This is an optimization exercise on Yosys and OpenROAD, whose aim is small area, a short achievable clock period and few clock cycles, not a production implementation. At most, simulation tests tie the RTL to the original design; equivalence was not proved. Power is estimated from default activity; no workload was simulated.

==> job 6457: inputs <==
// scc_core
module scc_core (
    input  wire        clk,
    input  wire        rst,
    input  wire        cmd_valid,
    output wire        cmd_ready,
    input  wire [63:0] cmd_word,
    output wire        rsp_valid,
    input  wire        rsp_ready,
    output wire [63:0] rsp_word,
    output wire        prim_valid,
    output wire [3:0]  prim_kind,
    output wire [15:0] prim_addr,
    output wire [31:0] prim_arg,
    input  wire        prim_ack,
    input  wire        prim_fail,
    input  wire [7:0]  prim_rdata,
    output wire [1:0]  st_pst,
    output wire        st_strm,
    output wire        st_inited,
    output wire [2:0]  st_gpio_lvl,
    output wire [2:0]  st_gpio_dir,
    output wire        st_clk_en,
    output wire [31:0] st_clk_hz,
    output wire [3:0]  st_rail_en
);
    localparam [31:0] MCLK_HZ = 32'd24000000;
    localparam [3:0] P_BUSWRITE  = 4'd0;
    localparam [3:0] P_BUSREAD   = 4'd1;
    localparam [3:0] P_GPIODIR   = 4'd2;
    localparam [3:0] P_GPIOWRITE = 4'd3;
    localparam [3:0] P_CLKFREQ   = 4'd4;
    localparam [3:0] P_CLKEN     = 4'd5;
    localparam [3:0] P_RAILEN    = 4'd6;
    localparam [3:0] P_SLEEP     = 4'd7;
    localparam [3:0] P_SCOPEACQ  = 4'd8;
    localparam [3:0] P_SCOPEREL  = 4'd9;
    localparam [3:0] C_INIT = 4'd0, C_STBYON = 4'd1, C_STBYOFF = 4'd2, C_PON = 4'd3,
                     C_POFF = 4'd4, C_EXP = 4'd5, C_EXPG = 4'd6, C_GAIN = 4'd7,
                     C_SEL = 4'd8, C_STRM = 4'd12;
    reg        idle_q;      
    reg        f1;          
    reg        g1, g2, g3;  
    reg        run_q;       
    reg        rsp_q;       
    reg        abt_q;       
    reg [4:0]  upc;         
    reg [3:0]  cls;         
    reg [15:0] t;           
    reg [8:0]  gt;          
    reg        glo;         
    reg        ghi;         
    reg [7:0]  cr;          
  ...
Settings: LEC_CHECK=0, CAP_MARGIN=20, CORE_MARGIN=2, CORE_UTILIZATION=55, SLEW_MARGIN=20; clock period 10.0 ns.
standard.sh (not shown) runs the stock make flow with config.mk's settings and CLKGATE_MAP_FILE= SYNTH_SCRIPT=/design/flow/synth_recipe.tcl, a recipe that flattens the netlist after the stock synthesis.
==> flow/flow/run.sh <==
#!/bin/bash
set -euo pipefail
export SETUP_SLACK_MARGIN=6
export BUFFER_PORTS_ARGS="-buffer_cell sky130_fd_sc_hd__buf_1"
echo 'export DONT_USE_CELLS += sky130_fd_sc_hd__ha_1 sky130_fd_sc_hd__ha_2 sky130_fd_sc_hd__ha_4 sky130_fd_sc_hd__fa_1 sky130_fd_sc_hd__fa_2 sky130_fd_sc_hd__fa_4' >> config.mk
bash standard.sh > flow_make.log 2>&1
==> job 5614 (differences from job 6457) <==
--- a/flow/design.v
+++ b/flow/design.v
@@ -36,12 +36,10 @@
     localparam [3:0] P_SCOPEREL  = 4'd9;
     localparam [3:0] C_INIT = 4'd0, C_STBYON = 4'd1, C_STBYOFF = 4'd2, C_PON = 4'd3,
                      C_POFF = 4'd4, C_EXP = 4'd5, C_EXPG = 4'd6, C_GAIN = 4'd7,
                      C_SEL = 4'd8, C_STRM = 4'd12;
     reg        idle_q;      
-    reg        f1;          
-    reg        g1, g2, g3;  
     reg        run_q;       
     reg        rsp_q;       
     reg        abt_q;       
     reg [4:0]  upc;         
     reg [3:0]  cls;         
@@ -383,24 +381,19 @@
     wire b_hi0_1 = (cb[27:1] == 27'd0);
     wire b_hi0_3 = (cb[27:3] == 25'd0);
     wire b_hi0_4 = (cb[27:4] == 24'd0);
     wire b_hi0_8 = (cb[27:8] == 20'd0);
     wire b_hi0_9 = (cb[27:9] == 19'd0);
-    wire sel_ok  = ~(cb[3] & cb[2] & cb[1]);            
-    wire tg_ok   = ~tg[2] | (tg[1:0] == 2'd0);           
-    wire l01 = op01 & a_zero & b_zero;
-    wire l02 = op02 & a_zero & b_hi0_3 & tg_ok;
-    wire l03 = op03 & inited;
-    wire l04 = op04 & inited & a_zero & b_hi0_1;
-    wire l05 = op05 & inited & b_zero;
-    wire l06 = op06 & inited & a_zero;
-    wire l07 = op07 & inited;
-    wire l08 = (op08 | op09) & a_zero & b_zero;
-    wire l0a = op0a & a_zero & b_hi0_4 & sel_ok;
-    wire ok    = l01 | l02 | l03 | l04 | l05 | l06 | l07 | l08 | l0a;
-    wire legal = l01 | l02 | op03 | op07 | (op04 & a_zero & b_hi0_1) | (op05 & b_zero)
-               | (op06 & a_zero) | l08 | l0a;
+    wire legal = ((op01 | op08 | op09) & a_zero & b_zero)
+               | (op02 & a_zero & b_hi0_3 & (~tg[2] | (tg[1:0] == 2'd0)))
+               | op03 | op07
+               | (op04 & a_zero & b_hi0_1)
+               | (op05 & b_zero)
+               | (op06 & a_zero)
+               | (op0a & a_zero & b_hi0_4 & ~(cb[3] & cb[2] & cb[1]));
+    wire gated = op03 | op04 | op05 | op06 | op07;
+    wire ok    = legal & (inited | ~gated);    
     wire pwr_legal = (tg == 3'd1) ? (pst == 2'd2) :
                      (tg == 3'd2) ? (pst == 2'd1) :
                      (tg == 3'd3) ? (pst == 2'd0) :
                      (tg == 3'd4) ? (pst != 2'd0) : 1'b0;
     wire a_2592 = (ca == 28'd2592);
@@ -414,22 +407,24 @@
     wire [1:0] look_idx = {m2 | m3, m1 | m3};
     wire [15:0] shutter = ca[19:4] | {16{~(ca[27:20] == 8'd0)}};
     wire b_gt159 = ~b_hi0_8 | ge16({8'd0, cb[7:0]}, 16'd160);
     wire b_le169 = b_hi0_8 & ~ge16({8'd0, cb[7:0]}, 16'd170);
     wire [7:0] code_in = (op07 & b_gt159) ? 8'd229 : gcode_rom(cb[7:0]);
-    wire son  = cb[0] & ~strm;              
-    wire pon  = (pst == 2'd2);
-    wire go1 = l01 | (l02 & pwr_legal);
-    wire go2 = (op03 & inited & (m0 | m1 | m2 | m3)) | (l04 & son & pon & mode_valid);
-    wire go3 = ((l05 | l07) & mode_valid) | (l06 & b_le169);
-    wire r21 = l02 & ~pwr_legal;
-    wire r30 = l03 & ~look_ok;
-    wire r42 = l04 & son & ~pon;
-    wire r41 = l04 & son & pon & ~mode_valid;
-    wire r51 = (l05 | l07) & ~mode_valid;
-    wire [7:0] st_in = {~ok, ~ok | r42 | r41 | r51, ~ok | r21 | r30, ~legal | r30 | r51,
-                        2'b00, r42, r21 | r41 | r51};
+    wire str_on_run = cb[0] & ~strm & (pst == 2'd2) & mode_valid;
+    wire go_run = ok & (op01 | (op02 & pwr_legal) | (op03 & look_ok) | (op04 & str_on_run)
+                        | ((op05 | op07) & mode_valid) | (op06 & b_le169));
+    reg [7:0] st_in;     
+    always @(*) begin
+        st_in = 8'h00;
+        if (!legal) st_in = 8'hF0;
+        else if (gated && !inited) st_in = 8'hE0;
+        else if (op02 && !pwr_legal) st_in = 8'h21;
+        else if (op03 && !look_ok) st_in = 8'h30;
+        else if (op04 && cb[0] && !strm && pst != 2'd2) st_in = 8'h42;
+        else if (op04 && cb[0] && !strm && !mode_valid) st_in = 8'h41;
+        else if ((op05 || op07) && !mode_valid) st_in = 8'h51;
+    end
     reg [3:0]  pk_in;
     reg [15:0] pa_in;
     reg [31:0] pg_in;
     reg [3:0]  cls_in;
     always @(*) begin
@@ -504,12 +499,10 @@
             C_INIT:  st_fail = 8'h11;
             C_EXP, C_EXPG, C_GAIN: st_fail = 8'h50;
             default: st_fail = 8'h20;
         endcase
     end
-    wire running    = run_q | g1 | g2 | g3;
-    wire responding = rsp_q | (f1 & ~(g1 | g2 | g3));
     wire id_ok = (prim_rdata == (upc[0] ? 8'h5A : 8'hA5));
     wire fail  = fallible & prim_fail;
     always @(posedge clk) begin
         if (idle_q) begin
             cls      <= cls_in;
@@ -521,19 +514,19 @@
             glo      <= b_hi0_4;
             ghi      <= op07 ? b_gt159 : ~b_hi0_9;
             cr       <= code_in;
             gsel     <= op06;
             rs       <= st_in;
-            rv       <= l0a & mode_valid;
-            rshow_lo <= l08 | (l0a & mode_valid);
-            rshow_hi <= l08 | (l0a & mode_valid);
-            rpclk    <= l0a & mode_valid & (cb[3:0] == 4'd6);
-            gpend    <= l06 & ~b_le169;
+            rv       <= legal & op0a & mode_valid;
+            rshow_lo <= legal & (op08 | op09 | (op0a & mode_valid));
+            rshow_hi <= legal & (op08 | op09 | (op0a & mode_valid));
+            rpclk    <= legal & op0a & mode_valid & (cb[3:0] == 4'd6);
+            gpend    <= ok & op06 & ~b_le169;
             t        <= op08 ? exp_r :
                         op09 ? {7'd0, gain_r} :
                         op0a ? mode_field16(mode_idx, cb[3:0]) : shutter;
-        end else if (running) begin
+        end else if (run_q) begin
             if (cls == C_INIT) t[7:0] <= prim_rdata;
             if (prim_ack) begin
                 if (abt_q) ;
                 else if (fail) begin
                     rs <= st_fail;
@@ -554,14 +547,10 @@
                 end
             end
         end
         if (rst) begin
             idle_q     <= 1'b1;
-            f1         <= 1'b0;
-            g1         <= 1'b0;
-            g2         <= 1'b0;
-            g3         <= 1'b0;
             run_q      <= 1'b0;
             rsp_q      <= 1'b0;
             abt_q      <= 1'b0;
             soff       <= 1'b0;
             inited     <= 1'b0;
@@ -575,22 +564,17 @@
             gpio_dir   <= 3'd0;
             clk_en     <= 1'b0;
             clk_hz_on  <= 1'b0;
             rail_en    <= 4'd0;
         end else if (idle_q) begin
-            f1   <= cmd_valid;
-            g1   <= cmd_valid & go1;
-            g2   <= cmd_valid & go2;
-            g3   <= cmd_valid & go3;
-            soff <= cmd_valid & l04 & ~cb[0];
-            if (cmd_valid) idle_q <= 1'b0;
-        end else if (running) begin
-            f1    <= 1'b0;
-            g1    <= 1'b0;
-            g2    <= 1'b0;
-            g3    <= 1'b0;
-            run_q <= 1'b1;
+            soff <= cmd_valid & ok & op04 & ~cb[0];
+            if (cmd_valid) begin
+                idle_q <= 1'b0;
+                run_q  <= go_run;
+                rsp_q  <= ~go_run;
+            end
+        end else if (run_q) begin
             if (prim_ack) begin
                 if (abt_q) begin
                     abt_q <= 1'b0;
                     run_q <= 1'b0;
                     rsp_q <= 1'b1;
@@ -643,25 +627,26 @@
                             default: ;
                         endcase
                     end
                 end
             end
-        end else if (responding) begin
-            f1    <= 1'b0;
-            soff  <= 1'b0;
+        end else if (rsp_q) begin
+            soff <= 1'b0;
             if (soff) strm <= 1'b0;
             if (gpend) gain_r <= g_cl;
-            rsp_q  <= ~rsp_ready;
-            idle_q <= rsp_ready;
+            if (rsp_ready) begin
+                rsp_q  <= 1'b0;
+                idle_q <= 1'b1;
+            end
         end
     end
     assign cmd_ready   = idle_q;
-    assign rsp_valid   = responding;
+    assign rsp_valid   = rsp_q;
     assign rsp_word    = {rs, rv, 7'd0, 11'd0, upc,
                           3'd0, rpclk, 4'd0, rpclk, 2'd0, rpclk, 3'd0, rpclk,
                           t[15:8] & {8{rshow_hi}}, t[7:0] & {8{rshow_lo}}};
-    assign prim_valid  = running;
+    assign prim_valid  = run_q;
     assign prim_kind   = pk;
     assign prim_addr   = pa;
     assign prim_arg    = {pg[31:8], pg[7:0] | (cr & {8{gsel}})};
     assign st_pst      = pst;
     assign st_strm     = strm & ~soff;
--- a/flow/config.mk
+++ b/flow/config.mk
@@ -6,7 +6,9 @@
 export NUM_CORES = 4
 export LEC_CHECK = 0
 export CAP_MARGIN = 20
 export CORE_MARGIN = 2
 export CORE_UTILIZATION = 55
+export CTS_BUF_LIST = sky130_fd_sc_hd__clkbuf_4 sky130_fd_sc_hd__clkbuf_8
+export PLACE_DENSITY = 0.7
 export SLEW_MARGIN = 20
 export DONT_USE_CELLS += sky130_fd_sc_hd__ha_1 sky130_fd_sc_hd__ha_2 sky130_fd_sc_hd__ha_4 sky130_fd_sc_hd__fa_1 sky130_fd_sc_hd__fa_2 sky130_fd_sc_hd__fa_4
==> comparison table <==
item                                                        job 5614        job 6457
Average cell area after synthesis                          7.77 um^2       7.71 um^2
Number of cells on the worst reg-to-reg path                       9               7
Seq area share                                                 0.290           0.291
Xor and xnor area share after synthesis                       0.0152          0.0138
Sequential share of power                                      0.457           0.422
Run status                                            finished clean  finished clean
Share of layout cells above drive strength 1                  0.0799          0.0904
Pin count of the biggest net entering global routing              57              79
Internal power summed over all cells                        0.904 mW         1.07 mW
Core footprint                                           0.0195 mm^2     0.0193 mm^2
Clock buffer count in the final layout                            17              18
Met1 track demand over resource                                0.503           0.496
Time the worst path needs with I/O delays and setup          4010 ps         4150 ps
Testbench counts of job 5614, summed over its fixed seeds: cycles 21,737.
Only the layout flow was run in job 6457; the RTL was not checked for function there.

what the ideal ports hide:
The results above use ideal ports. As a check the final layouts listed here were re-extracted and re-timed, cells and wires unchanged.
Step 1 assumes that a clkbuf_16 drives the clock port and a buf_2 every other input.
Step 2 moves the port delays by t, midway between the first and last clock arrival at a register: inputs arrive t later, outputs are due t later. That takes back most of the time a late clock gives input paths.
Three values: no drivers, after step 1, after step 2; two values: the first two.
run	t, ns	setup slack, ns	worst slew at a driven data input, ns
job 6457	0.476	5.847 / 5.876 / 5.400	0.05
job 5614	0.516	5.993 / 6.015 / 5.500	0.04
After both steps every run listed still meets setup and hold. For job 5614, which loses most, drivers alone change the setup slack by +0.022 ns; drivers and shift together by -0.493 ns.
